This is an optimization exercise on Yosys and OpenROAD, whose aim is small area, not a production implementation. Only simulation tests tie the RTL to the original design; equivalence was not proved. No activity file was given, so power comes from the tool's default toggle rates.

File: design/flow/flow/run.sh
#!/bin/bash
# Layout flow: the standard ORFS flow (standard.sh), with two changes:
#  - ports are buffered with the smallest buffer (sky130_fd_sc_hd__buf_1)
#  - clock tree: clkbuf_8/clkbuf_16, leaf clusters of at most 30 sinks,
#    no dummy loads
# The full make/OpenROAD/Yosys output goes to flow_make.log in this folder.
set -euo pipefail
export BUFFER_PORTS_ARGS="-buffer_cell sky130_fd_sc_hd__buf_1"
export CTS_ARGS="-sink_clustering_enable -repair_clock_nets -dont_use_dummy_load -buf_list {sky130_fd_sc_hd__clkbuf_8 sky130_fd_sc_hd__clkbuf_16} -sink_clustering_size 30 -sink_clustering_max_diameter 100"
bash standard.sh > flow_make.log 2>&1
File: design/flow/standard.sh
#!/bin/bash
# synth_recipe.tcl (not shown) runs the flow's synth.tcl, then flattens the netlist and writes it again
# the make line also repeats each setting of config.mk as NAME=value (left out here)
make -C /OpenROAD-flow-scripts/flow DESIGN_CONFIG=/design/flow/config.mk WORK_HOME=/design/flow/orfs CLKGATE_MAP_FILE= SYNTH_SCRIPT=/design/flow/synth_recipe.tcl "${@:-finish}"
File: design/flow/config.mk
export PLATFORM = sky130hd
export DESIGN_NAME = smcore_monitor
export DESIGN_NICKNAME = smcore_monitor
export VERILOG_FILES = /design/flow/design.v
export SDC_FILE = /design/flow/constraint.sdc
export NUM_CORES = 4
export LEC_CHECK = 0
export CAP_MARGIN = 20
export CORE_MARGIN = 2
export CORE_UTILIZATION = 60
export PLACE_DENSITY = 0.75
export SLEW_MARGIN = 20
File: design/flow/constraint.sdc
create_clock -name core_clock -period 17.0 [get_ports {clk}]
set_input_delay 3.4000 -clock core_clock [delete_from_list [all_inputs] [get_ports {clk}]]
set_output_delay 3.4000 -clock core_clock [all_outputs]
set_load 0.01 [all_outputs]
File: design/flow/design.v
module smcore_monitor (
    input  wire        clk,
    input  wire        rst,             
    input  wire        ms_tick,         
    input  wire        start,           
    input  wire        clear_latch,     
    input  wire [47:0] ain,             
    input  wire [3:0]  din,             
    input  wire [15:0] cfg_gain,
    input  wire [15:0] cfg_offset,
    input  wire [15:0] cfg_z1,
    input  wire [15:0] cfg_z2,
    input  wire [15:0] cfg_z3,
    input  wire [15:0] cfg_z4,
    input  wire [15:0] cfg_prox,
    input  wire [3:0]  cfg_ai_en,
    input  wire [3:0]  cfg_di_en,
    input  wire [3:0]  cfg_di_high,
    input  wire        cfg_auto_reset,
    output wire        ready,
    output reg         done,
    output wire        relay,
    output wire        indicator,
    output wire [2:0]  safety_status,
    output wire [4:0]  zone_status,
    output reg         prox_alert,
    output reg  [3:0]  safety_error,
    output reg  [47:0] ai_mv,           
    output wire [3:0]  di_status
);
    integer i;
    reg [4:0] ph;
    reg       zeroing;
    reg       busy;
    wire      phz  = (ph == 5'd0);
    wire      ph31 = (ph == 5'd31);
    assign ready = ~busy & ~zeroing;
    wire go = ready & start;
    reg [5:0] a3;
    reg [2:0] ch3;
    wire pub = busy & (ch3 == 3'd4) & (a3 == 6'd33);
    always @(posedge clk) begin
        if (rst)
            busy <= 1'b0;
        else if (go)
            busy <= 1'b1;
        else if (pub)
            busy <= 1'b0;
        if (go) begin
            a3  <= 6'd35;
            ch3 <= 3'd7;
        end else begin
            if (a3 == 6'd47) begin
                a3  <= 6'd0;
                ch3 <= ch3 + 3'd1;
            end else
                a3 <= a3 + 6'd1;
        end
    end
    wire        a3hi  = (a3 >= 6'd36);
    wire [2:0]  ch1   = ch3 + {2'd0, a3hi};
    wire        s1act = busy & ~ch1[2] & (a3hi | (a3 <= 6'd11));
    wire [11:0] raw1  = ain[12*ch1[1:0] +: 12];
    reg         dig;
    always @(*) begin
        case (a3)
            6'd38, 6'd41, 6'd42, 6'd43, 6'd46, 6'd47: dig = 1'b1;
            default: dig = 1'b0;
        endcase
    end
    reg  [13:0] X;
    wire [11:0] acc1 = (a3 == 6'd36) ? 12'd0 : X[13:2];
    wire [11:0] pb1 = (s1act & dig) ? raw1 : 12'd0;
    wire [12:0] c1;
    wire [12:0] sum1;
    assign c1[0] = 1'b0;
    genvar g1;
    generate for (g1 = 0; g1 < 12; g1 = g1 + 1) begin : fa1
        assign sum1[g1]  = acc1[g1] ^ pb1[g1] ^ c1[g1];
        assign c1[g1+1]  = (acc1[g1] & pb1[g1]) | (acc1[g1] & c1[g1]) | (pb1[g1] & c1[g1]);
    end endgenerate
    assign sum1[12] = c1[12];
    wire        xb   = sum1[0];
    reg [2:0] up;
    always @(*) begin
        casez (X[13:8])
            6'b1?????: up = 3'd5;
            6'b01????: up = 3'd4;
            6'b001???: up = 3'd3;
            6'b0001??: up = 3'd2;
            6'b00001?: up = 3'd1;
            default:   up = 3'd0;
        endcase
    end
    wire inact = (X[13:2] < 12'd100);    
    reg  [47:0] ring;
    wire        rwr = s1act & (a3 <= 6'd11);
    wire [3:0]  rwc = {4{rwr}} & (4'd1 << ch1[1:0]);
    always @(posedge clk)
        ring <= {ring[46:36], rwc[3] ? ~xb : ring[35],
                 ring[34:24], rwc[2] ? ~xb : ring[23],
                 ring[22:12], rwc[1] ? ~xb : ring[11],
                 ring[10:0],  rwc[0] ? ~xb : ring[47]};
    reg  [2:0]  upq;
    reg         inact1;
    wire        s3act = busy & (a3 <= 6'd32);
    wire        t3z   = (a3 == 6'd0);
    reg        bv;
    wire [2:0] usel  = t3z ? up : upq;
    wire       uin   = (a3 <= 6'd7) ? X[usel] : (a3 <= 6'd10) & upq[a3[1:0]];
    wire       c1015 = (a3 < 6'd10) & (a3 != 6'd3);
    wire       bvin  = ~t3z & bv;
    wire [1:0] dv    = {1'b0, c1015} - {1'b0, uin} - {1'b0, bvin};
    wire       vb    = dv[0];
    reg  [15:0] accP;
    wire [15:0] pa3 = {accP[15:1], accP[0] & ~t3z};
    wire [15:0] pb3 = (s3act & vb) ? cfg_offset : 16'd0;
    wire [16:0] c3;
    wire [16:0] sum3;
    assign c3[0] = 1'b0;
    genvar gi;
    generate for (gi = 0; gi < 16; gi = gi + 1) begin : fa3
        assign sum3[gi]  = pa3[gi] ^ pb3[gi] ^ c3[gi];
        assign c3[gi+1]  = (pa3[gi] & pb3[gi]) | (pa3[gi] & c3[gi]) | (pb3[gi] & c3[gi]);
    end endgenerate
    assign sum3[16] = c3[16];
    wire        pb   = sum3[0];
    reg  [2:0]  cy;
    wire        op2  = (a3 >= 6'd2)  & ~X[12];
    wire        op6  = (a3 >= 6'd6)  &  X[8];
    wire        op9  = (a3 >= 6'd9)  &  X[5];
    wire        op11 = (a3 >= 6'd11) &  X[3];
    wire        inj  = (a3 == 6'd2);
    wire [2:0]  cyin = t3z ? 3'd0 : cy;
    wire [3:0]  ps   = {3'd0, pb} + {3'd0, op2} + {3'd0, op6} + {3'd0, op9}
                     + {3'd0, op11} + {3'd0, inj} + {1'b0, cyin};
    wire        prb  = ps[0];
    reg         s20, neq;
    reg  [14:0] E;                       
    always @(posedge clk) begin
        bv   <= dv[1];
        accP <= sum3[16:1];
        X <= {a3hi ? sum1[12] : pb, sum1[11:0], X[1]};
        if (t3z) begin
            upq    <= up;
            inact1 <= inact;
        end
        cy   <= ps[3:1];
        if (s3act) begin
            if (a3 == 6'd20) begin
                s20 <= pb;
                neq <= 1'b0;
            end else if (a3 > 6'd20 && a3 < 6'd26) begin
                neq <= neq | (pb ^ s20);
            end else if (a3 == 6'd26) begin
                neq <= neq | (pb ^ s20) | inact1;
                s20 <= pb | inact1;
            end
            if (a3 >= 6'd18)
                E <= {prb, E[14:1]};
        end
    end
    wire signed [6:0] ei = E[14:8];
    wire        [7:0] ef = E[7:0];
    wire              gnz = |cfg_gain;
    wire s5start = busy & ~ch3[2] & (a3 == 6'd33);
    wire ei_big  = (ei >= 7'sd23);
    wire ei_err  = (ei <= -7'sd25);
    wire ei_noh  = (ei >= -7'sd24) & (ei <= -7'sd15);
    wire ei_nrm  = (ei >= -7'sd14) & (ei <= 7'sd22);
    wire bigcase = neq ? ~s20 : ei_big;
    wire md_big  = bigcase & gnz;
    wire md_noh  = ~neq & ei_noh;
    wire md_nrm  = ~neq & ei_nrm;
    reg  [5:0]  c5;                      
    reg         act5, nrm, noh, hs, end10;
    reg  [4:0]  r5;
    reg         big, nz, sticky;
    reg  [4:0]  lt, gt;                  
    reg  [24:0] R;
    wire fin5 = act5 & (c5 == (end10 ? 6'd15 : 6'd5));
    wire step = act5 & ~fin5;
    wire signed [7:0] hx = $signed({2'b00, c5}) - (noh ? 8'sd47 : 8'sd31) - {ei[6], ei};
    wire eok   = (a3 >= 6'd33) | (a3 < 6'd18);
    wire hact  = step & (nrm | noh) & eok & (hx >= 8'sd0) & (hx <= 8'sd8);
    wire hfst  = hact & (hx == 8'sd8);
    wire hb    = hfst | (hact & ef[hx[2:0]]);
    wire mr    = R[24] & hs & step;
    wire m     = mr & nrm;
    wire [24:0] ra5 = {R[23:18] & {6{~hfst}}, R[17:0], 1'b0};
    wire [15:0] rb5 = hb ? cfg_gain : 16'd0;
    wire [25:0] c5c;
    wire [24:0] Rn;
    assign c5c[0] = 1'b0;
    genvar g5;
    generate for (g5 = 0; g5 < 25; g5 = g5 + 1) begin : fa5
        if (g5 < 16) begin : f
            assign Rn[g5]    = ra5[g5] ^ rb5[g5] ^ c5c[g5];
            assign c5c[g5+1] = (ra5[g5] & rb5[g5]) | (ra5[g5] & c5c[g5]) | (rb5[g5] & c5c[g5]);
        end else begin : h
            assign Rn[g5]    = ra5[g5] ^ c5c[g5];
            assign c5c[g5+1] = ra5[g5] & c5c[g5];
        end
    end endgenerate
    wire       rdiv = (c5 >= 6'd16) & (c5 <= 6'd37);
    wire       rcmp = (c5 >= 6'd16) & (c5 <= 6'd31);
    wire [5:0] r2   = {r5, m};
    wire       qd   = (r2 >= 6'd25);
    wire [5:0] r2s  = r2 - 6'd25;
    wire [4:0] rn   = qd ? r2s[4:0] : r2[4:0];
    wire [3:0] kz = c5[3:0];
    wire [4:0] zb = {cfg_prox[kz], cfg_z4[kz], cfg_z3[kz], cfg_z2[kz], cfg_z1[kz]};
    always @(posedge clk) begin
        R <= Rn;
        if (rst)
            act5 <= 1'b0;
        else if (s5start)
            act5 <= 1'b1;
        else if (fin5)
            act5 <= 1'b0;
        if (s5start) begin
            c5     <= (md_nrm & (ei > 7'sd7)) ? (6'd39 + ei[5:0]) : 6'd46;
            end10  <= md_nrm & (ei >= 7'sd10);
            nrm    <= md_nrm;
            noh    <= md_noh;
            hs     <= 1'b0;
            r5     <= 5'd0;
            lt     <= 5'd0;
            gt     <= 5'd0;
            big    <= md_big;
            nz     <= md_big;
            sticky <= 1'b0;
        end else begin
            c5 <= c5 - 6'd1;
            if (hfst) hs <= 1'b1;
            if (step) begin
                if (m) nz <= 1'b1;
                if (c5 >= 6'd38 && m) big <= 1'b1;
                if (rdiv) r5 <= rn;
                if (rdiv && !rcmp && qd) big <= 1'b1;
                if (rcmp) begin
                    for (i = 0; i < 5; i = i + 1)
                        if (!lt[i] && !gt[i]) begin
                            if (qd && !zb[i]) gt[i] <= 1'b1;
                            if (!qd && zb[i]) lt[i] <= 1'b1;
                        end
                end
                if (c5 <= 6'd15 && m) sticky <= 1'b1;
                if (noh && mr && c5 >= 6'd22) begin
                    nz     <= 1'b1;
                    sticky <= 1'b1;
                end
            end
        end
    end
    wire       incq = (r5 != 5'd0) | sticky;
    wire [4:0] le   = {5{~big}} & (lt | (~gt & {5{~incq}}));
    wire       aerr = ~nz;
    wire       f_cr = ~aerr & le[0];
    wire       f_wh = ~aerr & ~le[0] & le[1];
    wire       f_wl = ~aerr & ~le[0] & ~le[1] & le[2];
    wire       f_la = ~aerr & ~le[0] & ~le[1] & ~le[2] & le[3];
    wire       f_px = ~aerr & le[4];
    wire [1:0] ch5  = ch3[1:0] - 2'd1;
    reg  [3:0] zacc;                     
    reg        pacc;
    reg  [3:0] aer;                      
    always @(posedge clk) begin
        if (go) begin
            zacc <= 4'd0;
            pacc <= 1'b0;
        end else if (fin5) begin
            if (cfg_ai_en[ch5]) begin
                zacc <= zacc | {f_la, f_wl, f_wh, f_cr};
                pacc <= pacc | f_px;
            end
            aer[ch5] <= aerr;
        end
    end
    reg  [31:0] ur;
    reg  [4:0]  P;
    reg  [5:0]  A;
    reg         cu;
    wire [5:0]  Pn   = {1'b0, P} + {5'd0, ms_tick};
    wire        ab   = A[0];             
    wire        uo   = ur[31] & ~zeroing;
    wire        cuin = ~phz & cu;
    wire [1:0]  us   = {1'b0, uo} + {1'b0, ab} + {1'b0, cuin};
    always @(posedge clk) begin
        if (rst) begin
            ph      <= 5'd0;
            zeroing <= 1'b1;
            P       <= 5'd0;
            A       <= 6'd0;
        end else begin
            ph <= ph + 5'd1;
            if (ph31) begin
                zeroing <= 1'b0;
                A       <= Pn;
                P       <= 5'd0;
            end else begin
                A       <= {1'b0, A[5:1]};
                P       <= Pn[4:0];
            end
        end
        ur <= {ur[30:0], us[0]};
        cu <= us[1];
    end
    reg         rd, rdp;
    reg  [4:0]  S;
    reg         cn;
    wire        sb   = (ph < 5'd5) & S[ph[2:0]];
    wire        cnin = ~phz & cn;
    wire [1:0]  ns   = {1'b0, ur[31]} + {1'b0, sb} + {1'b0, cnin};
    wire        nowb = ns[0];
    always @(posedge clk) begin
        if (rst) begin
            rd  <= 1'b0;
            rdp <= 1'b0;
        end else if (ph31) begin
            rd  <= rdp | go;
            rdp <= 1'b0;
        end else if (go)
            rdp <= 1'b1;
        if (go)
            S <= P;
        cn <= ns[1];
    end
    reg  [31:0] er [0:3];
    reg  [3:0]  bw, gtd;
    reg  [3:0]  di_prev, di_state;
    wire        c50 = (ph == 5'd1) | (ph == 5'd4) | (ph == 5'd5);
    wire [3:0]  edn = cfg_di_en & (din ^ di_prev);
    genvar g;
    generate
        for (g = 0; g < 4; g = g + 1) begin : dch
            wire       eo  = er[g][31];
            wire       wr  = rd & edn[g];
            wire       bin = ~phz & bw[g];
            wire [1:0] ds  = {1'b0, nowb} - {1'b0, eo} - {1'b0, bin};
            wire       gin = ~phz & gtd[g];
            always @(posedge clk) begin
                er[g] <= {er[g][30:0], zeroing ? 1'b0 : (wr ? nowb : eo)};
                bw[g] <= ds[1];
                if (rd)
                    gtd[g] <= (ds[0] != c50) ? ds[0] : gin;
            end
        end
    endgenerate
    wire [3:0] act = ~(din ^ cfg_di_high);
    wire [3:0] dsn = (cfg_di_en & ~edn & gtd & act) | (~(cfg_di_en & ~edn & gtd) & di_state);
    assign di_status = di_state;
    wire [3:0] serr = cfg_ai_en & aer;
    wire [3:0] good = cfg_ai_en & ~aer;
    wire       any_crit = zacc[0] | (|(cfg_di_en & dsn));
    wire       any_warn = zacc[1] | zacc[2];
    wire       any_err  = |serr;
    wire [2:0] agg = any_crit ? 3'd2 : any_warn ? 3'd1 : any_err ? 3'd4 : 3'd0;
    function integer rpos(input integer ch, input integer k);
        integer s;
        begin
            s = 12 * ch;
            rpos = (224 + s - k) % 48;
        end
    endfunction
    reg  [3:0] zs;
    reg        dcrit;
    wire       p_crit = zs[0] | dcrit;
    wire       p_warn = zs[1] | zs[2];
    wire       p_err  = |safety_error;
    assign zone_status   = {zs, p_err};
    assign safety_status = p_crit ? 3'd2 : p_warn ? 3'd1 : p_err ? 3'd4 : 3'd0;
    reg rel, latch;
    assign relay     = rel;
    assign indicator = rel;
    integer k;
    always @(posedge clk) begin
        if (rst) begin
            done          <= 1'b0;
            rel           <= 1'b0;
            latch         <= 1'b0;
            zs            <= 4'd0;
            dcrit         <= 1'b0;
            prox_alert    <= 1'b0;
            safety_error  <= 4'd0;
            ai_mv         <= 48'd0;
            di_prev       <= 4'd0;
            di_state      <= 4'd0;
        end else begin
            done <= pub;
            if (!busy && clear_latch)
                latch <= 1'b0;
            if (pub) begin
                for (i = 0; i < 4; i = i + 1)
                    if (good[i])
                        for (k = 0; k < 12; k = k + 1)
                            ai_mv[12*i + k] <= ~ring[rpos(i, k)];
                di_prev  <= (cfg_di_en & din) | (~cfg_di_en & di_prev);
                di_state <= dsn;
                if (agg == 3'd2) begin
                    rel   <= 1'b1;
                    latch <= 1'b1;
                end else if (agg == 3'd0) begin
                    if (cfg_auto_reset || !latch)
                        rel <= 1'b0;
                    if (cfg_auto_reset)
                        latch <= 1'b0;
                end
                zs            <= zacc;
                dcrit         <= |(cfg_di_en & dsn);
                prox_alert    <= pacc;
                safety_error  <= serr;
            end
        end
    end
endmodule
==> flow_metrics.py, run 1 <==
metrics = {
    "power_and_ir_drop": {
        "max-vdd-ir-drop_mv": 0.09014,
        "leakage_nw": 7.060,
        "p_total_mw": 2.024,
        "p_per_area_nw_per_um2": 113.1,
    },
    "setup_path": {
        "cp.arrival_ns": 11.16,
        "reg2reg_depth": 34,
        "reg2reg_setup_slack_ns": 6.21,
        "cp-startpoint": "c5[1]",
        "crit_path_end": "R[24]",
        "crit_slowest_cell": "dfxtp_1",
        "rr_endpoint": "R[24]",
        "end_kind": "flip-flop",
        "cp.required_ns": 17.37,
        "crit_fanout": 27,
        "worstSetupPathType": "reg -> reg",
        "rr_startpoint": "c5[1]",
        "cp_common_cell": "fa_1",
        "start_kind": "flip-flop",
        "max_stage_delay_ns": 1.04,
    },
    "hold_path": {
        "hold_path_class": "reg -> reg",
    },
    "sta": {
        "setup_slack_ns": 6.214,
        "period_minus_slack_ns": 10.79,
        "post-route-period-util": 0.6345,
        "slew_headroom": 0.2917,
        "tightestPinTransition_ns": 1.061,
        "setup_viol": 0,
        "drv_slew": 0,
        "tns_ns": 0,
        "hold_viol": 0,
        "grt_setup_unrepaired": "no",
        "whs_ns": 0.3263,
        "fin_skew_ns": 0.04605,
        "fmax_mhz": 92.71,
    },
    "drt": {
        "num_vias": 10810,
        "first_pass_iters": 5,
        "antenna_left": 0,
        "routedWlPerCell_um": 15.78,
        "remaining_drc_errors": 0,
        "routed_wirelength_um": 30840,
        "drt_iter0_markers": 660,
        "post_drt_via_cell_ratio": 5.530,
    },
    "placed_design": {
        "dp_slack_ns": 6.033,
        "dpl_cell_area_um2": 17450,
        "portBuffers": 250,
        "dpl.hpwl_um": 22660,
        "place.gp.congestion": 0.8977,
    },
    "cts": {
        "htree_levels": 1,
        "numCtsBuffers": 18,
        "cts_tree": "done",
        "clkSinkCount": 439,
        "cts_hold_buf": 0,
        "clk_root_buffer_cell": "clkbuf_16",
        "clkTransAtPathRegs_ns": 0.11,
        "post_cts_buffers": 0,
        "clk_path_buf_depth": 3,
        "ctsResizeCount": 0,
        "clkLatencyLatePin_ns": 0.52,
    },
    "die": {
        "die-area_um2": 28580,
        "num_rows": 60,
        "initial_core_util": 0.6083,
        "die_h_um": 169.1,
        "coreArea_um2": 26880,
        "die_w_um": 169.1,
        "io_pins": 251,
    },
    "logic_synthesis": {
        "synth_fa_ha_area_frac": 0.1012,
        "async_flop_share": 0,
        "syn-num-nets": 1690,
        "synth_edf_count": 36,
        "syn_area_um2": 16350,
        "synth.distinct_cells": 79,
        "synth_compound_area_frac": 0.1047,
        "synth_seq_area_share": 0.5596,
        "netlist_instances": 1407,
        "synth_mux_area_frac": 0.06053,
        "synth_top_family_by_area": "simple AND/OR/NAND/NOR gates",
        "synth-seq-cells": 439,
        "synth_xor_area_frac": 0.01714,
        "yosysWarningCount": 2,
        "synth_ff_type": "dfxtp_1",
        "synthSimpleGateAreaFrac": 0.1234,
        "syn_avg_cell_area_um2": 11.62,
    },
    "final_layout": {
        "diodes": 0,
        "nets": 1898,
        "fill_cells": 2118,
        "fin_area_um2": 17900,
        "final_cell_mix": "dfxtp_1, buf_1, nor2_1, nand2_1, a21oi_1",
        "area_growth_pct": 9.505,
        "layout-drive-gt1-share": 0.05084,
        "layout.cells.most_common": "dfxtp_1",
    },
    "grt": {
        "grt_max_degree": 91,
        "grt_pass1_vias": 10560,
        "grt_pass1_wl_um": 50730,
        "grt_use_total": 0.2162,
        "grt_overflow_total": 0,
        "antenna_found_initial": 0,
    },
    "run": {
        "max_cap_viol_count": 0,
    },
    "status": {
        "status": "complete, no violations",
    },
}
[where the power goes]
part           leakage (nW)  internal (mW)  switching, mW
combinational          3.26          0.211          0.218
clock                 0.222          0.192          0.286
sequential             3.58           1.07         0.0517
total                  7.06           1.47          0.555
[sequential cells by signal, summed over array words and instances (netlist names), 6 cells and up, named ones only]
signal,cells
E,15
ai_mv,48
A,6
a3,6
ur,32
er,128
X,14
R,25
c5,6
accP,16
ring,48
[stage by stage]
step | std cells | util
final | 1954 | 0.6662
after global routing | 1954 | 0.6662
after CTS | 1954 | 0.6662
after detailed placement | 1936 | 0.6494
after global placement | 1936 | 0.6493
after floorplan | 1407 | -
[cells by family after synthesis]
logic type,after synthesis
flip-flops,439
multiplexers,50
buffers and inverters,132
AND/OR/NAND/NOR,397
XOR/XNOR,32
adder cells (fa/ha/maj),101
AO/OA/AOI/OAI,256
[area by class of cell]
| class | count | area (µm²) | area share |
|---|---|---|---|
| flip-flops and latches | 439 | 9149 | 0.5110 |
| clock buffers | 18 | 450.4 | 0.02516 |
| well taps | 341 | 426.7 | 0.02383 |
| inverters | 65 | 244.0 | 0.01363 |
| repair buffers | 255 | 977.2 | 0.05458 |
| multi-input cells | 836 | 6656 | 0.3718 |
[critical path, delay by kind of cell (launching register included)]
family | cells | cell delay [ns]
adders and majority gates | 25 | 7.80
DFF | 1 | 1.04
AOI/OAI and AO/OA | 4 | 0.99
and+or+nand+nor | 3 | 0.51
xor gates and xnor gates | 2 | 0.33
[synthesized netlist by cell type, drive strengths merged, types with 13 or more instances]
library cell | number | area (µm²)
dfxtp | 403 | 8068
nor2 | 131 | 491.7
nand2 | 69 | 259.0
a21oi | 67 | 335.3
inv | 65 | 244.0
a211oi | 64 | 480.5
fa | 52 | 1041
ha | 49 | 613.1
and2 | 43 | 269.0
o21ai | 42 | 210.2
clkbuf | 39 | 146.4
mux4 | 39 | 878.3
edfxtp | 36 | 1081
nor2b | 36 | 225.2
buf | 28 | 156.4
nand3 | 26 | 130.1
nor3 | 21 | 110.1
xor2 | 19 | 166.4
xnor2 | 13 | 113.9
[metal layers]
| layer | wire length (µm) | track usage |
|---|---|---|
| met1 | 13890 | 0.2990 |
| met2 | 14770 | 0.3614 |
| met3 | 1468 | 0.02829 |
| met4 | 706 | 0.06169 |
| met5 | 0 | 0 |
[worst min-delay path by stage]
stage / depth (start not counted) / endpoint / start
floorplan: 0 / er[0][10] / er[0][9]
global placement: 0 / er[3][31] / er[3][30]
detailed placement: 0 / er[2][28] / er[2][27]
CTS: 0 / er[3][2] / er[3][1]
global route: 0 / er[3][2] / er[3][1]
finish: 0 / er[3][2] / er[3][1]
==> run 2, diff against run 1 <==
==> design/flow/flow/run.sh (replaced) <==
#!/bin/bash
# Layout flow: the standard ORFS flow (standard.sh), with two changes:
#  - ports are buffered with the smallest buffer (sky130_fd_sc_hd__buf_1)
#  - clock tree: clkbuf_16 leaf clusters of at most 30 sinks, no dummy loads
# The full make/OpenROAD/Yosys output goes to flow_make.log in this folder.
set -euo pipefail
export BUFFER_PORTS_ARGS="-buffer_cell sky130_fd_sc_hd__buf_1"
export CTS_ARGS="-sink_clustering_enable -repair_clock_nets -dont_use_dummy_load -buf_list sky130_fd_sc_hd__clkbuf_16 -sink_clustering_size 30 -sink_clustering_max_diameter 100"
bash standard.sh > flow_make.log 2>&1
==> flow_metrics.py, run 2 <==
metrics = {
    "status": {
        "status": "complete, no violations",
    },
    "cts": {
        "htree_levels": 1,
        "clk_path_buf_depth": 3,
        "clkLatencyLatePin_ns": 0.52,
        "post_cts_buffers": 0,
        "clkTransAtPathRegs_ns": 0.11,
        "cts_hold_buf": 0,
        "cts_tree": "done",
        "clkSinkCount": 439,
        "numCtsBuffers": 18,
        "ctsResizeCount": 0,
        "clk_root_buffer_cell": "clkbuf_16",
    },
    "logic_synthesis": {
        "synth_edf_count": 36,
        "synth_seq_area_share": 0.5596,
        "synth_compound_area_frac": 0.1047,
        "synthSimpleGateAreaFrac": 0.1234,
        "yosysWarningCount": 2,
        "synth_top_area_share": 0.4935,
        "synth_mux_area_frac": 0.06053,
        "synth.distinct_cells": 79,
        "netlist_instances": 1407,
        "syn_avg_cell_area_um2": 11.62,
        "syn-num-nets": 1690,
        "synth-seq-cells": 439,
        "yosys.area.top_type": "dfxtp_1",
        "netlist_top_cells_area": "dfxtp_1, edfxtp_1, fa_1, mux4_2, ha_1",
        "synth_ff_type": "dfxtp_1",
        "async_flop_share": 0,
        "synth_commonest_cells": "dfxtp_1, nor2_1, nand2_1",
        "synth_fa_ha_area_frac": 0.1012,
        "syn_area_um2": 16350,
        "yosysMostFrequentCell": "dfxtp_1",
        "synth_xor_area_frac": 0.01714,
        "synth_top_family_by_area": "simple AND/OR/NAND/NOR gates",
    },
    "die": {
        "die_w_um": 169.1,
        "io_pins": 251,
        "initial_core_util": 0.6083,
        "die_h_um": 169.1,
        "num_rows": 60,
        "die-area_um2": 28580,
        "coreArea_um2": 26880,
    },
    "drt": {
        "routed_wirelength_um": 30840,
        "first_pass_iters": 5,
        "num_vias": 10810,
        "antenna_left": 0,
        "routedWlPerCell_um": 15.78,
        "drt_iter0_markers": 660,
        "post_drt_via_cell_ratio": 5.530,
        "remaining_drc_errors": 0,
    },
    "setup_path": {
        "cp_common_cell": "fa_1",
        "cp.required_ns": 17.37,
        "end_kind": "flip-flop",
        "worstSetupPathType": "reg -> reg",
        "cp.arrival_ns": 11.16,
        "start_kind": "flip-flop",
        "crit_slowest_cell": "dfxtp_1",
        "crit_fanout": 27,
        "max_stage_delay_ns": 1.04,
    },
    "grt": {
        "grt_use_total": 0.2162,
        "antenna_found_initial": 0,
        "grt_pass1_vias": 10560,
        "grt_max_degree": 91,
        "grt_overflow_total": 0,
        "grt_pass1_wl_um": 50730,
    },
    "final_layout": {
        "top_register": "er",
        "fin_area_um2": 17900,
        "largest_registers": "er (128), ai_mv (48), ring (48)",
        "layout.cells.most_common": "dfxtp_1",
        "layout-drive-gt1-share": 0.05084,
        "area_growth_pct": 9.505,
        "largest_reg_flops": 128,
        "diodes": 0,
        "nets": 1898,
        "fin_cells": 1954,
        "final_cell_mix": "dfxtp_1, buf_1, nor2_1, nand2_1, a21oi_1",
    },
    "placed_design": {
        "dpl.hpwl_um": 22660,
        "portBuffers": 250,
        "place.gp.congestion": 0.8977,
        "dpl_cell_area_um2": 17450,
        "dp_slack_ns": 6.033,
        "dp_cells": 1936,
    },
    "sta": {
        "fmax_mhz": 92.71,
        "tns_ns": 0,
        "setup_slack_ns": 6.214,
        "tightestPinTransition_ns": 1.061,
        "setup_viol": 0,
        "slew_headroom": 0.2917,
        "hold_viol": 0,
        "post-route-period-util": 0.6345,
        "fin_skew_ns": 0.04605,
        "grt_setup_unrepaired": "no",
        "period_minus_slack_ns": 10.79,
        "drv_slew": 0,
    },
    "power_and_ir_drop": {
        "p_per_area_nw_per_um2": 113.1,
        "p_total_mw": 2.024,
        "max-vdd-ir-drop_mv": 0.09014,
        "leakage_nw": 7.060,
    },
    "run": {
        "max_cap_viol_count": 0,
    },
    "hold_path": {
        "hold_path_class": "reg -> reg",
    },
}
[run 2: cell counts after synthesis]
No cell type changed its count.
[run 2: worst paths after layout]
path | startpoint | end | slack (ns) | cells after the start
max | c5[1] | R[24] | 6.21 | 34
min | er[3][1] | er[3][2] | 0.33 | 0
max reg2reg | c5[1] | R[24] | 6.21 | 34
min reg2reg | er[3][1] | er[3][2] | 0.33 | 0
[run 2: through the flow]
stage,util,hold WS [ns]
after global routing,0.6662,0.3303
after global placement,0.6493,0.3115
final,0.6662,0.3263
after CTS,0.6662,0.3269
after detailed placement,0.6494,0.3121
after floorplan,-,0.3096
[run 2: final cells by class]
| type | instances | area, µm² |
|---|---|---|
| sequential | 439 | 9149 |
| fill | 2118 | 8972 |
| multi-input combinational | 836 | 6656 |
| timing repair buffer | 255 | 977.2 |
| clock buffer | 18 | 450.4 |
| tap | 341 | 426.7 |
| inverter | 65 | 244.0 |
[run 2: worst max-delay path, delay by kind of cell, from the launching register on]
family / cells / cell delay, ns
AOI/OAI and AO/OA: 4 / 0.99
xor gates and xnor gates: 2 / 0.33
adders and majority gates: 25 / 7.80
DFF: 1 / 1.04
and+or+nand+nor: 3 / 0.51
[run 2: power breakdown]
group | total (mW) | switching [mW] | internal, mW
registers | 1.12 | 0.0517 | 1.07
clock network | 0.478 | 0.286 | 0.192
logic | 0.429 | 0.218 | 0.211
[run 2: cell families after synthesis]
kind of cell / after synthesis
multiplexers: 50
AO/OA/AOI/OAI: 256
XOR/XNOR: 32
buffers and inverters: 132
adder cells (fa/ha/maj): 101
AND/OR/NAND/NOR: 397
flip-flops: 439
[run 2: layer usage]
layer | GRT usage | share of wire
met1 | 0.2990 | 0.45
met2 | 0.3614 | 0.48
met3 | 0.02829 | 0.048
met4 | 0.06169 | 0.023
met5 | 0 | 0

what the ideal ports hide:
In the flow no input, the clock included, has a driving cell. The finished layouts below were timed again as built, in two steps. Step 1 assumes that a clkbuf_16 drives the clock port and a buf_2 every other input. Step 2, shift: input delay + t, output delay - t, t = (earliest + latest rising clock arrival at the registers) / 2. This alone moves slack from input paths to output paths. a / b / c = no drivers / after step 1 / after step 2; a / b = the first two.
run | t, ns | setup WS [ns] | clock arrival spread, ns | worst register clock-pin slew, ns | pins driven straight from the clock port
run 1 | 0.546 | 6.214 / 6.214 / 6.005 | 0.047 / 0.047 | 0.12 / 0.12 | 1
run 2 | 0.546 | 6.214 / 6.214 / 6.005 | 0.047 / 0.047 | 0.12 / 0.12 | 1
After both steps every run listed still meets setup and hold.
